From an optimization exercise on the open Yosys and OpenROAD flow, aimed at small area; shortcuts taken in it are not production practice.
Function was checked by simulation only, so behaviour that the tests miss may differ from the original.
Power and IR drop assume default switching activity.

File: run.sh
#!/bin/bash
# synth_recipe.tcl (not shown) runs the flow's synth.tcl, then flattens the netlist and writes it again
# the make line also repeats each setting of config.mk as NAME=value (left out here)
make -C /OpenROAD-flow-scripts/flow DESIGN_CONFIG=/design/flow/config.mk WORK_HOME=/design/flow/orfs CLKGATE_MAP_FILE= SYNTH_SCRIPT=/design/flow/synth_recipe.tcl finish
File: constraint.sdc
create_clock -name core_clock -period 5.0 [get_ports {clk}]
set_input_delay 1.0000 -clock core_clock [delete_from_list [all_inputs] [get_ports {clk}]]
set_output_delay 1.0000 -clock core_clock [all_outputs]
set_load 0.01 [all_outputs]
File: design.v
module sfr_rx (
    input  wire        clk,
    input  wire        rst,
    input  wire        in_valid,
    input  wire [9:0]  in_cmd,
    output reg         out_valid,
    output reg  [1:0]  out_kind,
    output reg  [7:0]  out_byte,
    output reg  [94:0] out_rec,
    output wire [15:0] ck_value
);
    localparam [1:0] OP_RXB   = 2'b00;
    localparam [1:0] OP_FLUSH = 2'b01;
    localparam [1:0] OP_CKCLR = 2'b10;
    localparam [1:0] OP_CKADD = 2'b11;
    localparam [1:0] EV_BYTE  = 2'b00;
    localparam [1:0] EV_END   = 2'b01;
    localparam [1:0] EV_ABORT = 2'b10;
    localparam [7:0] START0 = 8'hA0;
    localparam [7:0] START1 = 8'hA2;
    localparam [7:0] END0   = 8'hB0;
    localparam [7:0] END1   = 8'hB3;
    localparam [16:0] NMAX = 17'd131071;
    localparam HUNT = 1'b0;
    localparam BODY = 1'b1;
    reg        mode;
    reg        saw;
    reg        pv;
    reg [7:0]  pend;
    reg [16:0] n;
    reg [7:0]  lh, ll, rid, t1, t0;
    reg [14:0] racc;
    reg [14:0] tacc;
    wire [1:0] op   = in_cmd[9:8];
    wire [7:0] data = in_cmd[7:0];
    assign ck_value = {1'b0, tacc};
    wire        runt     = (n < 17'd4);
    wire [15:0] decl_len = {lh, ll};
    wire [15:0] decl_chk = {t1, t0};
    wire [15:0] comp_chk = {1'b0, racc};
    wire [16:0] act_len  = n - 17'd4;
    wire        len_err  = ({1'b0, decl_len} != act_len);
    wire        chk_err  = (decl_chk != comp_chk);
    wire        ok       = !len_err && !chk_err;
    wire [7:0]  id       = (n >= 17'd5) ? rid : 8'd0;
    wire        id_valid = ok && (n >= 17'd5);
    wire [94:0] end_rec = runt ?
        {1'b0, 1'b1, 1'b1, 1'b1, 1'b0, 8'd0, 16'd0, 16'd0, 16'd0, 17'd0, n} :
        {ok, chk_err, len_err, 1'b0, id_valid, id, comp_chk, decl_chk, decl_len, act_len, n};
    always @(posedge clk) begin
        if (rst) begin
            mode      <= HUNT;
            saw       <= 1'b0;
            pv        <= 1'b0;
            pend      <= 8'd0;
            n         <= 17'd0;
            lh        <= 8'd0;
            ll        <= 8'd0;
            rid       <= 8'd0;
            t1        <= 8'd0;
            t0        <= 8'd0;
            racc      <= 15'd0;
            tacc      <= 15'd0;
            out_valid <= 1'b0;
            out_kind  <= 2'b00;
            out_byte  <= 8'd0;
            out_rec   <= 95'd0;
        end else begin
            out_valid <= 1'b0;
            out_kind  <= 2'b00;
            out_byte  <= 8'd0;
            out_rec   <= 95'd0;
            if (in_valid) begin
                case (op)
                    OP_RXB: begin
                        if (mode == HUNT) begin
                            if (saw && data == START1) begin
                                mode <= BODY;
                                saw  <= 1'b0;
                                pv   <= 1'b0;
                                pend <= 8'd0;
                                n    <= 17'd0;
                                lh   <= 8'd0;
                                ll   <= 8'd0;
                                rid  <= 8'd0;
                                t1   <= 8'd0;
                                t0   <= 8'd0;
                                racc <= 15'd0;
                            end else begin
                                saw <= (data == START0);
                            end
                        end else begin
                            if (pv && pend == END0 && data == END1) begin
                                out_valid <= 1'b1;
                                out_kind  <= EV_END;
                                out_rec   <= end_rec;
                                mode <= HUNT;
                                saw  <= 1'b0;
                                pv   <= 1'b0;
                                pend <= 8'd0;
                                n    <= 17'd0;
                                lh   <= 8'd0;
                                ll   <= 8'd0;
                                rid  <= 8'd0;
                                t1   <= 8'd0;
                                t0   <= 8'd0;
                                racc <= 15'd0;
                            end else if (pv) begin
                                out_valid <= 1'b1;
                                out_kind  <= EV_BYTE;
                                out_byte  <= pend;
                                if (n == 17'd0) lh  <= pend;
                                if (n == 17'd1) ll  <= pend;
                                if (n == 17'd2) rid <= pend;
                                if (n >= 17'd4) racc <= racc + {7'd0, t1};
                                t1 <= t0;
                                t0 <= pend;
                                if (n != NMAX) n <= n + 17'd1;
                                pend <= data;
                            end else begin
                                pend <= data;
                                pv   <= 1'b1;
                            end
                        end
                    end
                    OP_FLUSH: begin
                        if (mode == BODY) begin
                            out_valid <= 1'b1;
                            out_kind  <= EV_ABORT;
                            out_rec   <= {78'd0, n};
                        end
                        mode <= HUNT;
                        saw  <= 1'b0;
                        pv   <= 1'b0;
                        pend <= 8'd0;
                        n    <= 17'd0;
                        lh   <= 8'd0;
                        ll   <= 8'd0;
                        rid  <= 8'd0;
                        t1   <= 8'd0;
                        t0   <= 8'd0;
                        racc <= 15'd0;
                    end
                    OP_CKCLR: tacc <= 15'd0;
                    OP_CKADD: tacc <= tacc + {7'd0, data};
                endcase
            end
        end
    end
endmodule
File: config.mk
export PLATFORM = sky130hd
export DESIGN_NAME = sfr_rx
export DESIGN_NICKNAME = sfr_rx
export VERILOG_FILES = /design/flow/design.v
export SDC_FILE = /design/flow/constraint.sdc
export NUM_CORES = 4
export LEC_CHECK = 0
export CAP_MARGIN = 20
export CORE_MARGIN = 2
export CORE_UTILIZATION = 40
export PLACE_DENSITY = 0.6
export SLEW_MARGIN = 20
==> flow_summary.ini, run 1 <==
[route]
firstDrtPassIters = 5
top_layer = met4
dr_total_vias = 6454
viasPerCell = 4.96
routed_wl_mm = 20.7
wl_per_cell_um = 15.9
detail-route-antenna-nets = 0
wl_met1_mm = 10.3
wl_met2_mm = 8.51
wl_met3_mm = 1.37
drc = 0
drt_iter0_drc = 378

[synthesis]
async_reset_ff_frac = 0
netlist_area_um2 = 8510
yosysTopAreaCellShare = 0.478
synthFlopType = dfxtp_1
syn_area_per_cell_um2 = 9.49
ys_seq_area_frac = 0.478
synth.ff_latch_count = 203
yosysWarnings = 1
synthCells = 896
synth.area.top_cells = dfxtp_1 48%, and2_1 6.0%, nor2_1 5.0%
synth_cell_types = 81
synth_edf_count = 0
yosysTopAreaCell = dfxtp_1

[floorplan]
die-area_um2 = 22500
core_um2 = 21000
die_w_um = 150
die_height_um = 150
rows = 53
start_util = 0.406
ios = 135

[cts]
post_cts_resized = 0
cts_root_buffer = clkbuf_16
numCtsBuffers = 23
cts.clk_slew.worst_paths_ps = 60
ctsHoldBuffers = 0
cts_setup_buffers = 0
clock_latency_ps = 510
numClockSinks = 203
cts_buffer_depth = 3
cts_tree = yes
htreeDepth = 1

[grt]
grt_pass1_vias = 6142
grt_max_degree = 77
antenna_found_initial = 0
gr-total-overflow = 0
grt_first_pass_wirelength_mm = 33.2
grt_usage = 0.184

[power]
seqPwrFrac = 0.459
swShare = 0.205
power_density_nw_per_um2 = 328
comb_power_share = 0.028
peakVddDrop_uv = 260
clockPowerShare = 0.514
power.switching_uw = 726
power.internal_uw = 2810
power_leakage_uw = 0.00424

[worst_hold_path]
hold_path_class = reg2reg
min_from = rid[3]$_SDFFE_PP0P_

[setup_path]
cp.arrival_ps = 3710
critPathMaxFanout = 21
cp-start-kind = input pin
cp-endpoint = out_rec[74]$_SDFF_PP0_
r2r_slack_ps = 2120
rr_endpoint = out_rec[90]$_SDFF_PP0_
r2r-start = n[2]$_SDFFE_PP0P_
criticalPathCategory = in2reg
crit_start = in_cmd[9]
end_kind = flip-flop
r2r_cells = 9
crit_required_ps = 5410

[layout]
fin_nets = 1053
nFillCells = 1963
final_area_um2 = 10800
drive_gt1_frac = 0.0740
area_delta_synth_final_pct = 26.9
n_antenna_cell = 0
multiInputGateArea_um2 = 4170
finalNonFillerCells = 1302
regArea_um2 = 4060

[sta]
setup_tns_ps = 0
slew_violations = 0
clock.fmax_ghz = 0.304
finalWorstSetupSlack_ps = 1710
rsz0062_at_grt = false
finalSetupViolCount = 0
slew_headroom = 0.420
period_needed_ps = 3290
hold_viol = 0
finalCritPeriodShare = 0.659
hold_ws_ps = 468
tightest_slew_ps = 867
clock-skew-final_ps = 13.6

[placed_design]
numPlacedInstances = 1263
dpl-instance-area_um2 = 9960
place_ws_ps = 1160
hpwl_mm = 14.9
io_buffers = 132
place.gp.congestion = 0.881

[status]
outcome = finished clean

[job]
cap_viol_max_count = 0
==> power groups by stage <==
stage	clock network, µW	logic (µW)	registers, µW
3_5_place_dp	0	97.2	1660
2_1_floorplan	0	63.9	1660
4_1_cts	1860	97.5	1620
6_report	1820	97.5	1620
3_3_place_gp	0	97.1	1660
5_1_grt	1930	108	1620
==> cell usage in the layout, fill, tap and decap left out, drive strengths merged, types with 3 or more instances in the layout <==
cell / count
or3: 6
a22oi: 5
nor4b: 3
clkinv: 4
clkdlybuf4s50: 131
nand3: 37
nand4b: 3
clkbuf: 28
buf: 5
o21ai: 11
xor2: 43
o21a: 4
xnor2: 30
a211o: 3
nor2: 118
ha: 25
nand4: 10
bufinv: 5
inv: 13
nor4: 11
or4: 7
mux2i: 25
a21o: 6
nand2b: 6
nor3: 18
nand2: 73
a211oi: 3
a21oi: 50
nor2b: 6
and3: 7
o21bai: 3
and2: 82
dfxtp: 203
nor3b: 3
==> how the worst min path moves through the flow <==
stage               slack [ps]                      to  cells past startpoint
global route               490  out_rec[86]$_SDFF_PP0_                      1
CTS                        470  out_rec[86]$_SDFF_PP0_                      1
floorplan                  430  out_rec[82]$_SDFF_PP0_                      1
finish                     470  out_rec[85]$_SDFF_PP0_                      1
detailed placement         450  out_rec[85]$_SDFF_PP0_                      1
global placement           460  out_rec[86]$_SDFF_PP0_                      1
==> worst max-delay path, stage by stage <==
cell             delay [ps]
clkdlybuf4s50_1         500
and2b_1                 290
nand3b_1                280
or4_1                   740
inv_2                   100
nand2_1                 500
nor2_1                  280
==> flip-flops by register name, summed over array words and instances, names as in the netlist <==
name and cells:
racc 15, saw 1, pend 8, n 17
out_byte 8, lh 8, pv 1, out_valid 1
out_kind 2, ll 8, tacc 15, mode 1
rid 8, out_rec 94, t1 8, t0 8
==> per-stage QoR <==
step	power (µW)	util
finish	3540	0.515
global route	3660	0.515
CTS	3580	0.515
detailed placement	1760	0.476
global placement	1760	0.476
floorplan	1720	-
==> cells in the mapped netlist, types with 4 or more instances <==
| master | instances |
|---|---|
| nor4_2 | 4 |
| a21o_1 | 6 |
| and3_1 | 6 |
| ha_1 | 25 |
| nand3_1 | 36 |
| xor2_1 | 43 |
| dfxtp_1 | 203 |
| and2_1 | 81 |
| nor4_1 | 6 |
| xnor2_1 | 30 |
| clkbuf_1 | 18 |
| o21a_1 | 4 |
| buf_4 | 6 |
| or3_1 | 6 |
| nor2b_1 | 5 |
| or4_1 | 6 |
| o21ai_0 | 9 |
| nor2_1 | 114 |
| a22oi_1 | 5 |
| nor3_1 | 16 |
| nand4_1 | 10 |
| a21oi_1 | 49 |
| nand2b_1 | 6 |
| nand2_1 | 72 |
| buf_6 | 4 |
| inv_1 | 12 |
| mux2i_1 | 25 |
| buf_2 | 14 |
==> kinds of logic after synthesis <==
family,synth area share
and+or+nand+nor,0.252
DFF,0.478
AOI/OAI and AO/OA,0.0824
xor gates and xnor gates,0.0832
buffers and inverters,0.0338
adders and majority gates,0.0415
muxes,0.0294
other,0.000441
==> area by class of cell <==
cell class,instances,share of cell area
clock buffer,28,0.0588
clock inverter,11,0.0178
inverter,13,0.00452
multi-input combinational,636,0.386
sequential,203,0.376
tap,275,0.0319
timing repair buffer,136,0.125
==> per-layer routing <==
layer	global-route usage	up-vias
met5	0	-
met4	0.0542	0
met3	0.0424	46
met2	0.264	174
met1	0.275	2969
li1	-	3265
==> run 2, diff against run 1 <==
==> design.v (replaced) <==
module sfr_rx (
    input  wire        clk,
    input  wire        rst,
    input  wire        in_valid,
    input  wire [9:0]  in_cmd,
    output wire        out_valid,
    output wire [1:0]  out_kind,
    output wire [7:0]  out_byte,
    output wire [94:0] out_rec,
    output wire [15:0] ck_value
);
    localparam [7:0] START0 = 8'hA0;
    localparam [7:0] START1 = 8'hA2;
    localparam [7:0] END0   = 8'hB0;
    localparam [7:0] END1   = 8'hB3;
    reg        mode;    
    reg        x;       
    reg        eb, ee, ea;    
    reg [7:0]  pend_n;
    reg [16:0] n;
    reg [7:0]  lh_n, ll_n, rid_n, t1_n, t0_n;
    wire [7:0] pend = ~pend_n;
    wire [7:0] lh = ~lh_n, ll = ~ll_n, rid = ~rid_n, t1 = ~t1_n, t0 = ~t0_n;
    reg [14:0] racc;
    reg [14:0] tacc;
    wire [1:0] op   = in_cmd[9:8];
    wire [7:0] data = in_cmd[7:0];
    wire rxb   = in_valid & (op == 2'b00);
    wire flush = in_valid & (op == 2'b01);
    wire endm  = mode & x & (pend == END0) & (data == END1);
    wire entry = rxb & ~mode & x & (data == START1);
    wire conf  = rxb & mode & x & ~endm;
    wire runt  = ~|n[16:2];
    wire sat   = &n;
    always @(posedge clk) begin
        if (rst) begin
            mode <= 1'b0;
            x    <= 1'b0;
            eb   <= 1'b0;
            ee   <= 1'b0;
            ea   <= 1'b0;
        end else begin
            eb <= conf;
            ee <= rxb & endm;
            ea <= flush & mode;
            if (flush) begin
                mode <= 1'b0;
                x    <= 1'b0;
            end else if (rxb) begin
                if (!mode) begin
                    mode <= entry;
                    x    <= ~entry & (data == START0);
                end else if (endm) begin
                    mode <= 1'b0;
                    x    <= 1'b0;
                end else begin
                    x    <= 1'b1;
                end
            end
        end
    end
    always @(posedge clk) begin
        if (rxb) pend_n <= ~data;
        if (conf) begin
            t1_n <= t0_n;
            t0_n <= pend_n;
        end
        if (conf && n == 17'd2) begin
            lh_n  <= t1_n;
            ll_n  <= t0_n;
            rid_n <= pend_n;
        end
        racc <= (conf & runt) ? 15'd0 : racc + {7'd0, t1 & {8{conf}}};
        if (entry) n <= 17'd0;
        else if (conf && !sat) n <= n + 17'd1;
    end
    always @(posedge clk) begin
        if (rst) tacc <= 15'd0;
        else if (in_valid && op[1]) tacc <= op[0] ? tacc + {7'd0, data} : 15'd0;
    end
    wire [16:0] act_len  = {n[16:2] - 15'd1, n[1:0]};
    wire        len_err  = ({1'b0, lh, ll} != act_len);
    wire        chk_err  = ({t1, t0} != {1'b0, racc});
    wire        ok       = ~len_err & ~chk_err;
    wire        ge5      = ~runt & ~(n[16:2] == 15'd1 && n[1:0] == 2'd0);
    wire        g        = ee & ~runt;
    wire        gi       = g & ge5;
    assign out_rec = {
        g & ok,
        ee & (runt | chk_err),
        ee & (runt | len_err),
        ee & runt,
        gi & ok,
        {8{gi}} & rid,
        {16{g}} & {1'b0, racc},
        {16{g}} & {t1, t0},
        {16{g}} & {lh, ll},
        {17{g}} & act_len,
        {17{ee | ea}} & n
    };
    assign out_byte  = {8{eb}} & t0;
    assign out_valid = eb | ee | ea;
    assign out_kind  = {ea, ee};
    assign ck_value  = {1'b0, tacc};
endmodule
==> flow/run.sh (new file) <==
#!/bin/bash
# Standard layout, with the smallest buffer on each input and output port
# and a clock tree of small buffers without dummy loads.
set -euo pipefail
export BUFFER_PORTS_ARGS="-buffer_cell sky130_fd_sc_hd__buf_1"
export CTS_ARGS="-sink_clustering_enable -repair_clock_nets -dont_use_dummy_load -buf_list {sky130_fd_sc_hd__clkbuf_2 sky130_fd_sc_hd__clkbuf_4 sky130_fd_sc_hd__clkbuf_8}"
bash standard.sh finish > flow_standard.log 2>&1
==> standard.sh (new file) <==
#!/bin/bash
# synth_recipe.tcl (not shown) runs the flow's synth.tcl, then flattens the netlist and writes it again
# the make line also repeats each setting of config.mk as NAME=value (left out here)
make -C /OpenROAD-flow-scripts/flow DESIGN_CONFIG=/design/flow/config.mk WORK_HOME=/design/flow/orfs CLKGATE_MAP_FILE= SYNTH_SCRIPT=/design/flow/synth_recipe.tcl "${@:-finish}"
removed: run.sh
==> run 2 against run 1 <==
Against the previous run:
- still clean on timing, DRC and antenna
- synthesized cell count shrank 31%
- maximum frequency shrank 25%
- sequential share of layout area grew 0.83 points
- combinational power shrank 47%
- cell area shrank 40%
- clock skew grew 1.7 ps
- area after synthesis shrank 33%
- worst hold slack gained 16 ps
- die area shrank 32%
- via count shrank 26%
- register-to-register slack lost 660 ps
==> flow_summary.ini, run 2 <==
[synthesis]
synth_common_cells = 131 x nor2_1, 52 x dfxtp_1, 49 x xor2_1
synth.area.top_cells = edfxtp_1 25%, dfxtp_1 18%, nor2_1 8.6%
yosysWarnings = 1
synthMostInstantiatedCell = nor2_1
synth_cell_types = 63
synth_edf_count = 48
synth.ff_latch_count = 100
syn_area_per_cell_um2 = 9.23
synthCells = 621
yosysTopAreaCellShare = 0.251
ys_seq_area_frac = 0.433
async_reset_ff_frac = 0
yosysTopAreaCell = edfxtp_1
synthFlopType = dfxtp_1
netlist_area_um2 = 5730

[route]
routed_wl_mm = 15.3
wl_per_cell_um = 16.7
dr_total_vias = 4806
viasPerCell = 5.24
detail-route-antenna-nets = 0
drt_iter0_drc = 316
drc = 0
firstDrtPassIters = 5

[worst_hold_path]
min_from = tacc[0]$_SDFFE_PP0P_
hold_path_class = reg2reg
min_path_cells = 2
holdPathEnd = tacc[0]$_SDFFE_PP0P_

[power]
power_density_nw_per_um2 = 205
peakVddDrop_uv = 157
power_leakage_uw = 0.00244

[sta]
slew_headroom = 0.318
tightest_slew_ps = 1020
finalCritPeriodShare = 0.874
clock-skew-final_ps = 15.3
slew_violations = 0
hold_viol = 0
period_needed_ps = 4370
hold_ws_ps = 483
clock.fmax_ghz = 0.229
setup_tns_ps = 0
rsz0062_at_grt = false
finalSetupViolCount = 0

[layout]
final_area_um2 = 6450
top_register = n
drive_gt1_frac = 0.0421
n_antenna_cell = 0
largest_registers = n: 17 flops, racc: 15 flops, tacc: 15 flops
area_delta_synth_final_pct = 12.6
nFillCells = 1378
finalNonFillerCells = 917
final_common_cell = buf_1
largest_reg_flops = 17
mostFrequentLayoutCells = 132 x buf_1, 131 x nor2_1, 52 x dfxtp_1, 49 x xor2_1, 48 x edfxtp_1
fin_nets = 777
postLayoutCoreUtil = 0.463

[placed_design]
place.gp.congestion = 0.906
numPlacedInstances = 908
dpl-instance-area_um2 = 6320
io_buffers = 132
hpwl_mm = 11.8

[cts]
cts_setup_buffers = 0
ctsHoldBuffers = 0
numClockSinks = 100
cts_buffer_depth = 2
htreeDepth = 3
cts_tree = yes
cts.clk_slew.worst_paths_ps = 90
cts_root_buffer = clkbuf_8
clock_latency_ps = 370
numCtsBuffers = 9
post_cts_resized = 0

[setup_path]
r2r-start = n[2]$_SDFFE_PP0P_
cp-start-kind = flip-flop
crit_required_ps = 4000
end_kind = primary output
criticalPathCategory = reg2out
r2r_cells = 9
cp.arrival_ps = 3370
r2r_slack_ps = 1460
critPathMaxFanout = 11
rr_endpoint = ll_n[7]$_DFFE_PP_

[grt]
gr-total-overflow = 0
grt_usage = 0.204
grt_max_degree = 50
grt_pass1_vias = 4367
antenna_found_initial = 0
grt_first_pass_wirelength_mm = 23.5

[floorplan]
core_um2 = 13900
rows = 43
ios = 135
die_w_um = 124
die_height_um = 124
start_util = 0.411
die-area_um2 = 15300

[status]
outcome = finished clean

[job]
cap_viol_max_count = 0
run 2: cell types whose count changed after synthesis, sizes merged, moves of 12 or more:
cell and change:
a21oi -27, and2 -80, and3 +16, dfxtp -151, edfxtp +48, inv +12
mux2i -25, nand2 -43, nand3 -24, nor2 +14, nor2b +20
run 2: worst max-delay path: stages, from the launching register on:
cell	delay (ps)
dfxtp_1	510
inv_1	170
ha_1	270
nor3b_2	160
buf_4	200
and3_1	180
or3_1	350
a211o_1	310
nor4_2	380
nand4_1	180
nor2_1	130
buf_1	160
run 2: metrics by stage:
stage,total power (µW),worst slack (ps)
after floorplan,915,1060
after global placement,931,851
after detailed placement,932,773
after CTS,1340,610
after global routing,1380,367
final,1320,628
run 2: kinds of logic (layout without fill, tap and decap cells):
logic type / count (synthesis) / in the layout / share of synthesized area
XOR/XNOR: 79 / 79 / 0.121
AO/OA/AOI/OAI: 74 / 74 / 0.0882
adder cells (fa/ha/maj): 25 / 25 / 0.0572
other: 1 / 2 / 0.000654
buffers and inverters: 56 / 171 / 0.0458
flip-flops: 100 / 100 / 0.433
AND/OR/NAND/NOR: 286 / 286 / 0.254
run 2: worst max-delay path by stage:
stage | start | end | slack (ps) | depth (start not counted)
2_1_floorplan | in_cmd[9] | racc[14]$_SDFF_PP0_ | 1060 | 16
3_3_place_gp | in_cmd[2] | racc[10]$_SDFF_PP0_ | 850 | 15
3_5_place_dp | in_cmd[2] | racc[12]$_SDFF_PP0_ | 770 | 15
4_1_cts | n[2]$_SDFFE_PP0P_ | out_rec[94] | 610 | 11
5_1_grt | n[2]$_SDFFE_PP0P_ | out_rec[94] | 370 | 11
6_report | n[2]$_SDFFE_PP0P_ | out_rec[94] | 630 | 11
run 2: area by class of cell:
class / count / area (µm²) / share of cell area
Multi-Input combinational cell: 466 / 3000 / 0.464
Timing Repair Buffer: 136 / 526 / 0.0815
Sequential cell: 100 / 2480 / 0.385
Clock buffer: 9 / 124 / 0.0192
Inverter: 26 / 98.8 / 0.0153
Tap cell: 180 / 225 / 0.0349
run 2: metal layers:
metal | GRT usage | vias to the layer above | share of wire
li1 | - | 2364 | -
met1 | 0.262 | 2274 | 0.44
met2 | 0.337 | 157 | 0.47
met3 | 0.0636 | 11 | 0.075
met4 | 0.0455 | 0 | 0.011
met5 | 0 | - | 0
run 2: power breakdown:
| group | internal (µW) | leakage [µW] | switching [µW] |
|---|---|---|---|
| Sequential | 858 | 0.000852 | 4.53 |
| Combinational | 18.8 | 0.00153 | 33.1 |
| Clock | 162 | 0.0000647 | 247 |
| Total | 1040 | 0.00244 | 285 |
==> run 3, diff against run 2 <==
==> flow/run.sh (replaced) <==
#!/bin/bash
# Standard layout, with the smallest buffer on each input and output port.
set -euo pipefail
export BUFFER_PORTS_ARGS="-buffer_cell sky130_fd_sc_hd__buf_1"
bash standard.sh finish > flow_standard.log 2>&1
==> run 3 against run 2 <==
Against the previous run:
- wire length increased by 0.40%
- combinational power about the same
- total power increased by 21%
- non-clock buffer count unchanged
- final cell count increased by 0.76%
- critical path type unchanged
- die area unchanged
- setup slack improved by 16 ps
- sequential share of layout area decreased by 0.98 points
- critical path depth unchanged
==> flow_summary.ini, run 3 <==
[worst_hold_path]
hold_path_class = reg2reg

[grt]
gr-total-overflow = 0
grt_pass1_vias = 4376
grt_first_pass_wirelength_mm = 23.6
grt_max_degree = 50
grt_usage = 0.204
antenna_found_initial = 0

[power]
comb_power_share = 0.032
power_density_nw_per_um2 = 242
power_leakage_uw = 0.00252
clockPowerShare = 0.430
swShare = 0.207
power.switching_uw = 332
power.internal_uw = 1270
seqPwrFrac = 0.538
power_uw = 1610
peakVddDrop_uv = 220

[layout]
regArea_um2 = 2480
n_antenna_cell = 0
nFillCells = 1362
drive_gt1_frac = 0.0470
area_delta_synth_final_pct = 15.5
top_register = n
finalNonFillerCells = 924
multiInputGateArea_um2 = 3000
final_common_cell = buf_1
largest_registers = n: 17 flops, racc: 15 flops, tacc: 15 flops
mostFrequentLayoutCells = 132 x buf_1, 131 x nor2_1, 52 x dfxtp_1, 49 x xor2_1, 48 x edfxtp_1
fin_nets = 777
largest_reg_flops = 17
final_area_um2 = 6620

[sta]
tightest_slew_ps = 1030
rsz0062_at_grt = false
period_needed_ps = 4360
finalSetupViolCount = 0
slew_violations = 0
hold_viol = 0
slew_headroom = 0.312
hold_ws_ps = 481
clock.fmax_ghz = 0.230
finalCritPeriodShare = 0.871
clock-skew-final_ps = 4.97
setup_tns_ps = 0

[placed_design]
numPlacedInstances = 908
io_buffers = 132
place.gp.congestion = 0.906
dpl-instance-area_um2 = 6320
hpwl_mm = 11.8

[cts]
htreeDepth = 3
cts_setup_buffers = 0
post_cts_resized = 0
numClockSinks = 100
numCtsBuffers = 9
cts_tree = yes
cts.clk_slew.worst_paths_ps = 70
cts_root_buffer = clkbuf_16
cts_buffer_depth = 2
ctsHoldBuffers = 0
clock_latency_ps = 340

[setup_path]
end_kind = primary output
max_stage_delay_ps = 510
cp.arrival_ps = 3360
crit_family = simple AND/OR/NAND/NOR gates
crit_buf_inv = 3
path_cells = inv_1, ha_1, nor3b_2, buf_4, and3_1, or3_1, a211o_1, nor4_2, nand4_1, nor2_1, buf_1
cp-start-kind = flip-flop
critPathMaxFanout = 11
cp_slowest_cell = dfxtp_1
crit_required_ps = 4000
criticalPathCategory = reg2out

[synthesis]
ys_seq_area_frac = 0.433
synth.ff_latch_count = 100
synthFlopType = dfxtp_1
synthMostInstantiatedCell = nor2_1
synth.area.top_cells = edfxtp_1 25%, dfxtp_1 18%, nor2_1 8.6%
synth_edf_count = 48
yosysTopAreaCell = edfxtp_1
synth_cell_types = 63
async_reset_ff_frac = 0
synth_common_cells = 131 x nor2_1, 52 x dfxtp_1, 49 x xor2_1
syn_area_per_cell_um2 = 9.23
yosysWarnings = 1
netlist_area_um2 = 5730
yosysTopAreaCellShare = 0.251
synthCells = 621

[route]
drt_iter0_drc = 295
firstDrtPassIters = 4
routed_wl_mm = 15.4
detail-route-antenna-nets = 0
drc = 0
wl_per_cell_um = 16.7
dr_total_vias = 4812
viasPerCell = 5.21

[status]
outcome = finished clean

[job]
cap_viol_max_count = 0

[floorplan]
ios = 135
rows = 43
start_util = 0.411
die_height_um = 124
die_w_um = 124
die-area_um2 = 15300
core_um2 = 13900
## run 3: changes by cell type in the layout (fill, tap and decap cells not counted), sizes merged
cell / change
clkinv: +4
bufinv: +1
clkbuf: +1
clkinvlp: +1
## run 3: tightest hold or removal path, delay by kind of cell, from the launching register on
family           cells  cell delay, ps
flip-flops           1             330
AND/OR/NAND/NOR      1              60
AO/OA/AOI/OAI        1              50
## run 3: kinds of logic after synthesis
| kind of cell | share of synthesized area |
|---|---|
| AO/OA/AOI/OAI | 0.0882 |
| XOR/XNOR | 0.121 |
| adder cells (fa/ha/maj) | 0.0572 |
| buffers and inverters | 0.0458 |
| flip-flops | 0.433 |
| other | 0.000654 |
| AND/OR/NAND/NOR | 0.254 |
## run 3: through the flow
step	util	worst slack, ps
after floorplan	-	1060
after global placement	0.454	851
after detailed placement	0.454	773
after CTS	0.475	635
after global routing	0.475	403
final	0.475	645
## run 3: final timing paths
kind / from / slack, ps / cells after the start / endpoint
max: n[2]$_SDFFE_PP0P_ / 640 / 11 / out_rec[94]
min: tacc[0]$_SDFFE_PP0P_ / 480 / 2 / tacc[0]$_SDFFE_PP0P_
max reg2reg: n[2]$_SDFFE_PP0P_ / 1440 / 9 / lh_n[4]$_DFFE_PP_
min reg2reg: tacc[0]$_SDFFE_PP0P_ / 480 / 2 / tacc[0]$_SDFFE_PP0P_
## run 3: layout make-up
type,count,share of cell area
multi-input combinational,466,0.452
clock inverter,6,0.00813
sequential,100,0.375
timing repair buffer,136,0.0794
clock buffer,10,0.0361
inverter,26,0.0149
tap,180,0.0340
## run 3: power groups by stage
stage	logic (µW)	clock network [µW]	registers, µW
global placement	49.8	0	881
global route	57.7	739	864
detailed placement	50.6	0	881
CTS	51.1	709	863
floorplan	33.8	0	881
finish	51.8	690	863
## run 3: per-layer routing
metal | vias to the layer above | GRT usage | routed length (µm)
met4 | 0 | 0.0440 | 149
met3 | 11 | 0.0614 | 1160
li1 | 2372 | - | -
met2 | 151 | 0.337 | 7300
met1 | 2278 | 0.264 | 6790
met5 | - | 0 | 0
==> run 4, diff against run 3 <==
--- a/design.v
+++ b/design.v
@@ -18,7 +18,5 @@
     reg        eb, ee, ea;    
-    reg [7:0]  pend_n;
+    reg [7:0]  pend;
     reg [16:0] n;
-    reg [7:0]  lh_n, ll_n, rid_n, t1_n, t0_n;
-    wire [7:0] pend = ~pend_n;
-    wire [7:0] lh = ~lh_n, ll = ~ll_n, rid = ~rid_n, t1 = ~t1_n, t0 = ~t0_n;
+    reg [7:0]  lh, ll, rid, t1, t0;
     reg [14:0] racc;
@@ -62,13 +60,13 @@
     always @(posedge clk) begin
-        if (rxb) pend_n <= ~data;
+        if (rxb) pend <= data;
         if (conf) begin
-            t1_n <= t0_n;
-            t0_n <= pend_n;
+            t1   <= t0;
+            t0   <= pend;
+            racc <= runt ? 15'd0 : racc + {7'd0, t1};
         end
         if (conf && n == 17'd2) begin
-            lh_n  <= t1_n;
-            ll_n  <= t0_n;
-            rid_n <= pend_n;
+            lh  <= t1;
+            ll  <= t0;
+            rid <= pend;
         end
-        racc <= (conf & runt) ? 15'd0 : racc + {7'd0, t1 & {8{conf}}};
         if (entry) n <= 17'd0;
==> run.sh (new file) <==
#!/bin/bash
# synth_recipe.tcl (not shown) runs the flow's synth.tcl, then flattens the netlist and writes it again
# the make line also repeats each setting of config.mk as NAME=value (left out here)
make -C /OpenROAD-flow-scripts/flow DESIGN_CONFIG=/design/flow/config.mk WORK_HOME=/design/flow/orfs CLKGATE_MAP_FILE= SYNTH_SCRIPT=/design/flow/synth_recipe.tcl finish
removed: flow/run.sh
removed: standard.sh
==> run 4 against run 3 <==
Against the previous run:
- combinational power grew 55%
- critical path type unchanged
- wire length increased by 5.5%
- utilization up 5.5 points
- sequential share of layout area decreased by 3.0 points
- global-route usage increased by 0.24 points
- still clean on timing, DRC and antenna
- highest routed layer unchanged
- flip-flop and latch count is the same
- critical path depth is 4 lower
- non-clock buffer count increased by 4
- worst hold slack got worse by 4.2 ps
==> flow_summary.ini, run 4 <==
[setup_path]
cp-start-kind = flip-flop
end_kind = primary output
crit_required_ps = 4000
cp.arrival_ps = 3680
criticalPathCategory = reg2out
critPathMaxFanout = 19

[synthesis]
syn_area_per_cell_um2 = 9.57
synthCells = 611
ys_seq_area_frac = 0.450
async_reset_ff_frac = 0
netlist_area_um2 = 5850
synth_cell_types = 57
synth.area.top_cells = edfxtp_1 32%, dfxtp_1 13%, and2_1 6.6%
yosysTopAreaCellShare = 0.323
yosysWarnings = 1
synth_edf_count = 63
synth.ff_latch_count = 100
yosysTopAreaCell = edfxtp_1
synthMostInstantiatedCell = nor2_1
synthFlopType = edfxtp_1
synth_common_cells = 86 x nor2_1, 63 x edfxtp_1, 62 x and2_1

[sta]
clock.fmax_ghz = 0.214
slew_headroom = 0.340
clock-skew-final_ps = 11.4
finalSetupViolCount = 0
setup_tns_ps = 0
slew_violations = 0
rsz0062_at_grt = false
finalWorstSetupSlack_ps = 318
hold_viol = 0
period_needed_ps = 4680
tightest_slew_ps = 978
finalCritPeriodShare = 0.936

[power]
power_uw = 1730
power_density_nw_per_um2 = 226
power_leakage_uw = 0.00276
peakVddDrop_uv = 148

[placed_design]
place_ws_ps = 744
io_buffers = 132
place.gp.congestion = 0.936
hpwl_mm = 12.2

[cts]
cts_root_buffer = clkbuf_16
ctsHoldBuffers = 0
post_cts_resized = 0
numClockSinks = 100
cts_buffer_depth = 2
numCtsBuffers = 9
cts_setup_buffers = 0
clock_latency_ps = 350
cts_tree = yes
htreeDepth = 3
cts.clk_slew.worst_paths_ps = 70

[floorplan]
start_util = 0.406
rows = 44
die_height_um = 125
die_w_um = 125
ios = 135
die-area_um2 = 15600
core_um2 = 14400

[route]
drt_iter0_drc = 440
dr_total_vias = 4860
routed_wl_mm = 16.3
wl_per_cell_um = 17.7
firstDrtPassIters = 5
drc = 0
wl_met2_mm = 7.21
wl_met1_mm = 7.65
top_layer = met4
detail-route-antenna-nets = 0
viasPerCell = 5.29
wl_met3_um = 964

[layout]
drive_gt1_frac = 0.0436
n_antenna_cell = 0
area_delta_synth_final_pct = 30.6
largest_registers = n: 17 flops, racc: 15 flops, tacc: 15 flops
mostFrequentLayoutCells = 132 x clkdlybuf4s50_1, 84 x nor2_1, 63 x edfxtp_1, 62 x and2_1, 38 x xor2_1
largest_reg_flops = 17
top_register = n
postLayoutCoreUtil = 0.530
fin_nets = 767
final_common_cell = clkdlybuf4s50_1

[grt]
antenna_found_initial = 0
grt_pass1_vias = 4724
gr-total-overflow = 0
grt_first_pass_wirelength_mm = 25.7
grt_max_degree = 45
grt_usage = 0.206

[status]
outcome = finished clean

[job]
cap_viol_max_count = 0

[worst_hold_path]
hold_path_class = reg2reg
-- run 4: cell count changes in the layout (fill, tap and decap cells not counted), sizes merged, moves of 7 or more --
cell           delta
and3             -11
buf             -128
clkdlybuf4s50   +132
edfxtp           +15
dfxtp            -15
and2             +60
nor2b             -8
nor2             -46
xor2             -11
nand4             -7
-- run 4: layout make-up --
cell class | instances | area (µm²)
timing repair buffer | 140 | 1380
multi-input combinational | 459 | 3000
tap | 184 | 230
clock inverter | 7 | 97.6
inverter | 19 | 71.3
sequential | 100 | 2630
clock buffer | 9 | 225
fill | 1321 | 6780
-- run 4: kinds of logic (layout without fill, tap and decap cells) --
logic type	after synthesis	count (layout)	synth area share
XOR/XNOR	74	74	0.113
multiplexers	3	3	0.00513
buffers and inverters	53	175	0.0413
AND/OR/NAND/NOR	282	282	0.255
other	1	2	0.000641
adder cells (fa/ha/maj)	25	25	0.0560
AO/OA/AOI/OAI	73	73	0.0787
flip-flops	100	100	0.450
-- run 4: stage by stage --
step / hold slack (ps) / std cells / area [µm²]
floorplan: 436 / 612 / 5860
global placement: 462 / 902 / 7310
detailed placement: 464 / 902 / 7310
CTS: 477 / 918 / 7640
global route: 501 / 918 / 7640
finish: 476 / 918 / 7640
-- run 4: where the power goes --
group,switching [µW],internal [µW]
Combinational,43.8,36.3
Clock,317,441
Sequential,10.4,878
-- run 4: path summary, 6_finish.rpt --
check,startpoint,end,slack (ps),cells after the start
hold / removal,pend[1]$_DFFE_PP_,rid[1]$_DFFE_PP_,480,0
setup / recovery,n[7]$_SDFFE_PP0P_,out_rec[82],320,7
hold reg to reg,pend[1]$_DFFE_PP_,rid[1]$_DFFE_PP_,480,0
setup reg to reg,n[7]$_SDFFE_PP0P_,rid[0]$_DFFE_PP_,1620,5
-- run 4: critical path, cell delays in order, from the launching register on --
cell             delay, ps
dfxtp_1                450
nor3_1                 740
and2_1                 290
and4_1                 720
nand2b_1               220
a31oi_1                140
and2_1                 290
clkdlybuf4s50_1        490
-- run 4: routing by layer --
layer  vias up  track usage
met5         -            0
met4         0       0.0830
met3        33       0.0361
met2       195        0.323
met1      2283        0.285
li1       2349            -

-- afterwards: timing with drivers on the ports --
Ports are ideal in the flow. The routed layouts listed here were re-timed in OpenROAD.
Step 1 (the two cells are an assumption about what drives the block):
set clk [get_ports {clk}]
set_driving_cell -lib_cell sky130_fd_sc_hd__clkbuf_16 $clk
set_driving_cell -lib_cell sky130_fd_sc_hd__buf_2 [delete_from_list [all_inputs] $clk]
Step 2 adds t to the input delays and takes it off the output delays; t is the mean of the earliest and latest rising clock arrival at the registers after step 1. Input paths then give back, and output paths get back, about the clock's delay inside the block.
Slacks: no drivers / after step 1 / after step 2; pairs: no drivers / after step 1.
run | t (ns) | setup slack, ns | worst slew at a driven data input, ns | cell pins on the clock port's net
run 1 | 0.544 | 1.706 / 1.732 / 1.188 | 0.04 | 1
run 2 | 0.397 | 0.628 / 0.594 / 0.717 | 0.03 | 1
run 3 | 0.377 | 0.645 / 0.607 / 0.742 | 0.03 | 1
run 4 | 0.384 | 0.318 / 0.280 / 0.664 | 0.05 | 1
After both steps every run listed still meets setup and hold. For run 1, which loses most, drivers alone change the setup slack by +0.026 ns; drivers and shift together by -0.518 ns.
